From an optimization exercise on the open Yosys and OpenROAD flow, aimed at small area; shortcuts taken in it are not production practice. Function was checked by simulation only, so behaviour that the tests miss may differ from the original.

==> inputs of 06-10 <==
==> flow/design.v <==
module tap_controller (
    input  wire clk,
    input  wire rst,
    input  wire tick,
    input  wire raw_in,
    output wire out1,
    output wire out2,
    output wire out3
);
    reg       db;
    reg [2:0] dbc;
    reg [2:0] cnt;      
    reg [8:0] tmr_r;
    localparam [8:0] T_POL = 9'b010101010;
    wire [8:0] tmr = tmr_r ^ T_POL;
    reg [2:0] out_r;
    wire busy   = |out_r;
    wire sample = tick & ~busy;
    wire diff   = raw_in ^ db;
    wire full   = diff & (&dbc);           
    wire rise   = full & raw_in;
    localparam [8:0] T_LOAD = 9'b111010011;
    wire t_end  = &{~tmr[8], ~tmr[7], ~tmr[6], tmr[5], tmr[4], ~tmr[3], tmr[2], ~tmr[0]};
    wire t_end3 = &{tmr[8], tmr[7], ~tmr[6], tmr[5], ~tmr[3], ~tmr[0]};
    wire [8:0] tmr_adv = {tmr[7], ~tmr[8], tmr[5:0], tmr[6] ^ (tmr[1] | ~tmr[0])};
    wire cnt_nz = cnt[1] | cnt[0];
    wire cnt_2  = cnt[1] & ~cnt[0];
    wire cnt_3  = cnt[2] & ~cnt[1];
    wire cnt_4  = ~cnt[2] & cnt[1] & cnt[0];
    wire expire = cnt_nz & ~rise & t_end;
    wire done   = out_r[2] ? t_end3 : t_end;
    always @(posedge clk) begin
        if (tick)
            tmr_r <= ((sample & rise) ? T_LOAD : tmr_adv) ^ T_POL;
    end
    always @(posedge clk) begin
        if (rst) begin
            db    <= 1'b0;
            dbc   <= 3'd0;
            cnt   <= 3'd0;
            out_r <= 3'b000;
        end else if (sample) begin
            db  <= db ^ full;
            dbc <= diff ? dbc + 3'd1 : 3'd0;
            if (rise)
                cnt <= {cnt[1:0], cnt[2] | cnt[1] | ~cnt[0]};
            else if (expire)
                cnt <= 3'd0;
            if (expire)
                out_r <= {cnt_4, cnt_3, cnt_2};
        end else if (tick & done) begin
            out_r <= 3'b000;
        end
    end
    assign out1 = out_r[0];
    assign out2 = out_r[1];
    assign out3 = out_r[2];
endmodule
==> flow/flow/run.sh <==
#!/bin/bash
# Own layout flow.
#  1. the standard synthesis (standard.sh synth), unchanged.
#  2. The combinational logic of that netlist is mapped again for area
#     with ABC (remap.ys, abc_area.script). The registers are left as
#     they are: same cells, same instance names.
#  3. the standard layout of the re-mapped netlist (standard.sh), with
#     the input and output ports buffered by the smallest buffer.
# Each tool writes its full output to a log file of its own here.
set -euo pipefail
W=$(pwd)
F=$W/flow
R=$W/orfs/results/$FLOW_PLATFORM/tap_controller/base
LIB=$FLOW_HOME/platforms/$FLOW_PLATFORM/lib/sky130_fd_sc_hd__tt_025C_1v80.lib

bash standard.sh synth > $W/flow_1_synth.log 2>&1
cp $R/1_2_yosys.v $W/netlist_standard.v

# Combinational cells of the library as Verilog modules, for techmap.
yosys -q -l $W/flow_2_cells.log -p "read_liberty -ignore_miss_func $LIB; write_verilog -noattr $W/cells_all.v" > /dev/null 2>&1
python3 $F/split_cells.py $W/cells_all.v $W/cells_comb.v \
    $FLOW_HOME/platforms/$FLOW_PLATFORM/config.mk $W/dont_use.txt > $W/flow_3_split.log 2>&1

sed -e "s|@LIB@|$LIB|g" -e "s|@W@|$W|g" -e "s|@F@|$F|g" \
    -e "s|@DONT_USE@|$(cat $W/dont_use.txt)|g" $F/remap.ys > $W/remap.ys
yosys -l $W/flow_4_remap.log -s $W/remap.ys > /dev/null 2>&1

# Hand the re-mapped netlist to the rest of the standard flow.
cp $W/netlist_remapped.v $R/1_2_yosys.v
rm -f $R/1_synth.odb $R/1_synth.sdc
BUFFER_PORTS_ARGS="-buffer_cell sky130_fd_sc_hd__buf_1" \
    bash standard.sh > $W/flow_5_layout.log 2>&1
==> flow/flow/abc_area.script <==
strash; dc2; dch -f; amap; topo
==> flow/flow/remap.ys <==
read_liberty -lib @LIB@
read_verilog @W@/netlist_standard.v
hierarchy -top tap_controller
techmap -map @W@/cells_comb.v
techmap
opt -purge
abc -liberty @LIB@ @DONT_USE@ -script @F@/abc_area.script
opt_clean -purge
setundef -zero
hilomap -singleton -hicell sky130_fd_sc_hd__conb_1 HI -locell sky130_fd_sc_hd__conb_1 LO
splitnets
opt_clean -purge
check -assert -mapped
stat -liberty @LIB@
write_verilog -noattr -noexpr -nohex -nodec @W@/netlist_remapped.v
==> flow/flow/split_cells.py <==
# Keeps the combinational cell modules of a Verilog dump of the liberty
# (argv[1] -> argv[2]) and writes the platform's DONT_USE_CELLS (from
# config.mk, argv[3]) as yosys abc -dont_use options to argv[4].
import re, sys
text = open(sys.argv[1]).read()
mods = re.findall(r'(module\s+(\w+)\(.*?endmodule\n)', text, re.S)
comb = [m for m, n in mods if 'always' not in m and ' reg ' not in m and 'assign' in m]
open(sys.argv[2], 'w').write(''.join(comb))
cfg = open(sys.argv[3]).read()
m = re.search(r'DONT_USE_CELLS\s*\+?=\s*((?:[^\n]*\\\n)*[^\n]*)', cfg)
names = m.group(1).replace('\\\n', ' ').split()
open(sys.argv[4], 'w').write(' '.join('-dont_use ' + n for n in names))
print(len(comb), 'combinational cells;', len(names), 'dont_use cells')
==> flow/standard.sh <==
#!/bin/bash
# synth_recipe.tcl (not shown) runs the flow's synth.tcl, then flattens the netlist and writes it again
# the make line also repeats each setting of config.mk as NAME=value (left out here)
make -C /OpenROAD-flow-scripts/flow DESIGN_CONFIG=/design/flow/config.mk WORK_HOME=/design/flow/orfs CLKGATE_MAP_FILE= SYNTH_SCRIPT=/design/flow/synth_recipe.tcl "${@:-finish}"
==> flow/config.mk <==
export PLATFORM = sky130hd
export DESIGN_NAME = tap_controller
export DESIGN_NICKNAME = tap_controller
export VERILOG_FILES = /design/flow/design.v
export SDC_FILE = /design/flow/constraint.sdc
export NUM_CORES = 4
export LEC_CHECK = 0
export CAP_MARGIN = 20
export CORE_AREA = 2 2 62 62
export DIE_AREA = 0 0 64 64
export SLEW_MARGIN = 20
==> flow/constraint.sdc <==
create_clock -name core_clock -period 10.0 [get_ports {clk}]
set_input_delay 2.0000 -clock core_clock [delete_from_list [all_inputs] [get_ports {clk}]]
set_output_delay 2.0000 -clock core_clock [all_outputs]
set_load 0.01 [all_outputs]
==> 03-26 (differences from 06-10) <==
==> flow/run.sh (new file) <==
#!/bin/bash
# synth_recipe.tcl (not shown) runs the flow's synth.tcl, then flattens the netlist and writes it again
# the make line also repeats each setting of config.mk as NAME=value (left out here)
make -C /OpenROAD-flow-scripts/flow DESIGN_CONFIG=/design/flow/config.mk WORK_HOME=/design/flow/orfs CLKGATE_MAP_FILE= SYNTH_SCRIPT=/design/flow/synth_recipe.tcl finish
removed: flow/flow/run.sh
removed: flow/flow/abc_area.script
removed: flow/flow/remap.ys
removed: flow/flow/split_cells.py
removed: flow/standard.sh
==> 03-14 (differences from 06-10) <==
==> flow/flow/run.sh (replaced) <==
#!/bin/bash
# Own layout flow.
#  1. the standard synthesis (standard.sh synth), unchanged.
#  2. The combinational logic of that netlist is mapped again for area by
#     ABC, once with each script in abc_scripts.txt; the smallest result is
#     kept if Yosys proves it equivalent to the standard netlist (else the
#     standard netlist is kept). The registers are left as they are: same
#     cells, same instance names.
#  3. the standard layout of that netlist (standard.sh), with the input
#     and output ports buffered by the smallest buffer.
# Each tool writes its full output to a log file of its own here.
set -euo pipefail
W=$(pwd)
F=$W/flow
R=$W/orfs/results/$FLOW_PLATFORM/tap_controller/base
LIB=$FLOW_HOME/platforms/$FLOW_PLATFORM/lib/sky130_fd_sc_hd__tt_025C_1v80.lib

bash standard.sh synth > $W/flow_1_synth.log 2>&1
cp $R/1_2_yosys.v $W/netlist_standard.v

# The library's cells as Verilog modules: all of them (for the proof) and
# the combinational ones (for techmap).
yosys -q -l $W/flow_2_cells.log -p "read_liberty -ignore_miss_func $LIB; write_verilog -noattr $W/cells_all.v" > /dev/null 2>&1
python3 $F/split_cells.py $W/cells_all.v $W/cells_comb.v \
    $FLOW_HOME/platforms/$FLOW_PLATFORM/config.mk $W/dont_use.txt > $W/flow_3_split.log 2>&1

mkdir -p $W/remap
i=0
while IFS= read -r S; do
  i=$((i + 1))
  echo "$S" > $W/remap/abc_$i.script
  sed -e "s|@LIB@|$LIB|g" -e "s|@IN@|$W/netlist_standard.v|" \
      -e "s|@COMB@|$W/cells_comb.v|" -e "s|@SCRIPT@|$W/remap/abc_$i.script|" \
      -e "s|@DONT_USE@|$(cat $W/dont_use.txt)|" -e "s|@OUT@|$W/remap/netlist_$i.v|" \
      $F/remap.ys > $W/remap/remap_$i.ys
done < $F/abc_scripts.txt
seq 1 $i | xargs -P ${NUM_CORES:-4} -I{} sh -c \
  "timeout 300 yosys -l $W/remap/flow_4_remap_{}.log -s $W/remap/remap_{}.ys > /dev/null 2>&1 || true"

python3 $F/pick.py $W/remap $i > $W/flow_5_pick.log 2>&1
BEST=$(tail -1 $W/flow_5_pick.log)
CHOSEN=$W/netlist_standard.v
if [[ -n "$BEST" ]]; then
  sed -e "s|@CELLS@|$W/cells_all.v|" -e "s|@GOLD@|$W/netlist_standard.v|" \
      -e "s|@GATE@|$W/remap/netlist_$BEST.v|" $F/equiv.ys > $W/equiv.ys
  if yosys -l $W/flow_6_equiv.log -s $W/equiv.ys > /dev/null 2>&1; then
    CHOSEN=$W/remap/netlist_$BEST.v
  fi
fi
echo "chosen: $CHOSEN" >> $W/flow_5_pick.log

# Hand the chosen netlist to the rest of the standard flow.
cp $CHOSEN $W/netlist_chosen.v
cp $CHOSEN $R/1_2_yosys.v
rm -f $R/1_synth.odb $R/1_synth.sdc
BUFFER_PORTS_ARGS="-buffer_cell sky130_fd_sc_hd__buf_1" \
    bash standard.sh > $W/flow_7_layout.log 2>&1
==> flow/flow/abc_scripts.txt (new file) <==
strash; dc2; dch -f; amap; topo
strash; dch; map -a; topo
strash; dc2; dch -f; map -a; topo
strash; &get -n; &dch; &nf -a; &put; topo
strash; dc2; &get -n; &dch -f; &nf -a; &put; topo
strash; balance; rewrite; refactor; balance; rewrite; rewrite -z; balance; refactor -z; rewrite -z; balance; dch -f; amap; topo
strash; dc2; dch -f; amap; topo; strash; dch -f; amap; topo
strash; &get -n; &syn2; &dch -f; &nf -a; &put; topo
strash; &get -n; &deepsyn -J 100 -T 30 -S 1; &put; dch -f; amap; topo
strash; &get -n; &deepsyn -J 100 -T 30 -S 2; &put; dch -f; amap; topo
strash; &get -n; &deepsyn -J 100 -T 30 -S 3; &put; dch -f; amap; topo
strash; &get -n; &deepsyn -J 100 -T 30 -S 4; &put; dch -f; amap; topo
strash; &get -n; &deepsyn -J 100 -T 30 -S 5; &put; dch -f; amap; topo
strash; &get -n; &deepsyn -J 100 -T 30 -S 6; &put; dch -f; amap; topo
strash; &get -n; &deepsyn -J 300 -T 30 -S 1; &put; dch -f; map -a; topo
strash; &get -n; &deepsyn -J 300 -T 30 -S 2; &put; dch -f; map -a; topo
==> flow/flow/equiv.ys (new file) <==
# Proves the re-mapped netlist equivalent to the standard one. Both use the
# same register instances, so the proof is combinational.
read_verilog @CELLS@
read_verilog @GOLD@
rename tap_controller gold
read_verilog @GATE@
rename tap_controller gate
proc
flatten
rename -hide w:_*
opt_clean
equiv_make gold gate equiv
hierarchy -top equiv
equiv_simple
equiv_induct
equiv_status -assert
==> flow/flow/pick.py (new file) <==
# Prints the areas of the re-mapped netlists in argv[1] (1..argv[2]) and,
# last, the number of the smallest.
import os, re, sys
d, n = sys.argv[1], int(sys.argv[2])
best = None
for i in range(1, n + 1):
    p = os.path.join(d, 'netlist_%d.v.stat' % i)
    if not os.path.exists(p) or not os.path.exists(os.path.join(d, 'netlist_%d.v' % i)):
        print(i, 'no result'); continue
    m = re.findall(r'Chip area for module .*?:\s*([\d.]+)', open(p).read())
    if not m:
        print(i, 'no area'); continue
    a = float(m[-1]); print(i, a)
    if best is None or a < best[0]:
        best = (a, i)
print(best[1] if best else '')
==> flow/flow/remap.ys (replaced) <==
read_liberty -lib @LIB@
read_verilog @IN@
hierarchy -top tap_controller
techmap -map @COMB@
techmap
opt -purge
abc -liberty @LIB@ @DONT_USE@ -script @SCRIPT@
opt_clean -purge
setundef -zero
hilomap -singleton -hicell sky130_fd_sc_hd__conb_1 HI -locell sky130_fd_sc_hd__conb_1 LO
splitnets
opt_clean -purge
check -assert -mapped
tee -o @OUT@.stat stat -liberty @LIB@
write_verilog -noattr -noexpr -nohex -nodec @OUT@
removed: flow/flow/abc_area.script
==> flow_summary_export.csv <==
group,metric,value,unit
run_status,status,"complete, no violations",
timing,skew,3.26,ps
critical_path,arrival,4000,ps
critical_path,crit_end,"tmr_r[7]",
grt,met3_usage,0.0123,
final_layout,seq_area_frac,0.469,
grt,grt_max_degree,13,
grt,grt_pass1_vias,613,
final_layout,buf_share,0.0599,
critical_path,cp.required,10060,ps
floorplanning,initial_core_util,0.258,
timing,timing.final.ws_setup,6060,ps
final_layout,n_fill_cell,354,
critical_path,r2r-end,"tmr_r[7]",
power_and_ir_drop,power_frac_comb,0.063,
grt,groute.layer.met2.usage,0.137,
(the above is from 03-26)
==> flow_summary_export.csv <==
group,metric,value,unit
run_status,status,"complete, no violations",
grt,met3_usage,0.0176,
detailed_routing,drcViolationCount,0,
final_layout,n_fill_cell,360,
placed_design,gp_congestion,0.744,
critical_path,crit_end,"cnt[0]",
critical_path,r2r-end,"cnt[0]",
clock_tree,cts_buffers,3,
critical_path,path_delay_family,"simple AND/OR/NAND/NOR gates",
grt,groute.layer.met2.usage,0.105,
timing,skew,2.07,ps
power_and_ir_drop,seq_cell_power,0.0000861,W
timing,timing.final.ws_setup,5640,ps
final_layout,final_common_cell,"clkinv_1",
final_layout,layout.area.seq,470,µm²
final_layout,buf_share,0.0262,
grt,grt_max_degree,12,
(the above is from 03-14)
==> flow_summary_export.csv <==
group,metric,value,unit
run_status,status,"complete, no violations",
critical_path,arrival,4050,ps
critical_path,crit_end,"cnt[2]",
critical_path,cp.required,10160,ps
grt,groute.layer.met2.usage,0.115,
critical_path,r2r-end,"cnt[2]",
final_layout,buf_share,0.0259,
timing,timing.final.ws_setup,6110,ps
final_layout,n_fill_cell,376,
timing,skew,8.12,ps
final_layout,seq_area_frac,0.540,
grt,grt_pass1_vias,596,
power_and_ir_drop,power_frac_comb,0.044,
timing,rsz0062_at_grt,"false",
grt,busiest_layer,"met2",
(the above is from 06-10)

[port drivers added, routing unchanged]
How much do the figures lean on ideal ports? The routed layouts below were timed once more, with nothing changed but the port constraints. Step 1, drivers: a clkbuf_16 drives clk and a buf_2 each remaining input, both assumed. Step 2 adds t to the input delays and takes it off the output delays; t is the mean of the earliest and latest rising clock arrival at the registers after step 1. Input paths then give back, and output paths get back, about the clock's delay inside the block. Three values: ideal ports, drivers, drivers and shift; two values: the first two.
run	t, ns	setup slack, ns	worst setup path after step 2	slew at the worst register clock pin (ns)
06-10	0.306	6.109 / 6.104 / 5.798	input to register	0.11 / 0.11
03-26	0.317	6.059 / 6.056 / 5.739	input to register	0.11 / 0.11
03-14	0.299	5.638 / 5.623 / 5.324	input to register	0.10 / 0.10
After both steps every run listed still meets setup and hold. The setup slack of 03-26, which loses most, moves by -0.003 ns with the drivers and by -0.320 ns with both steps.
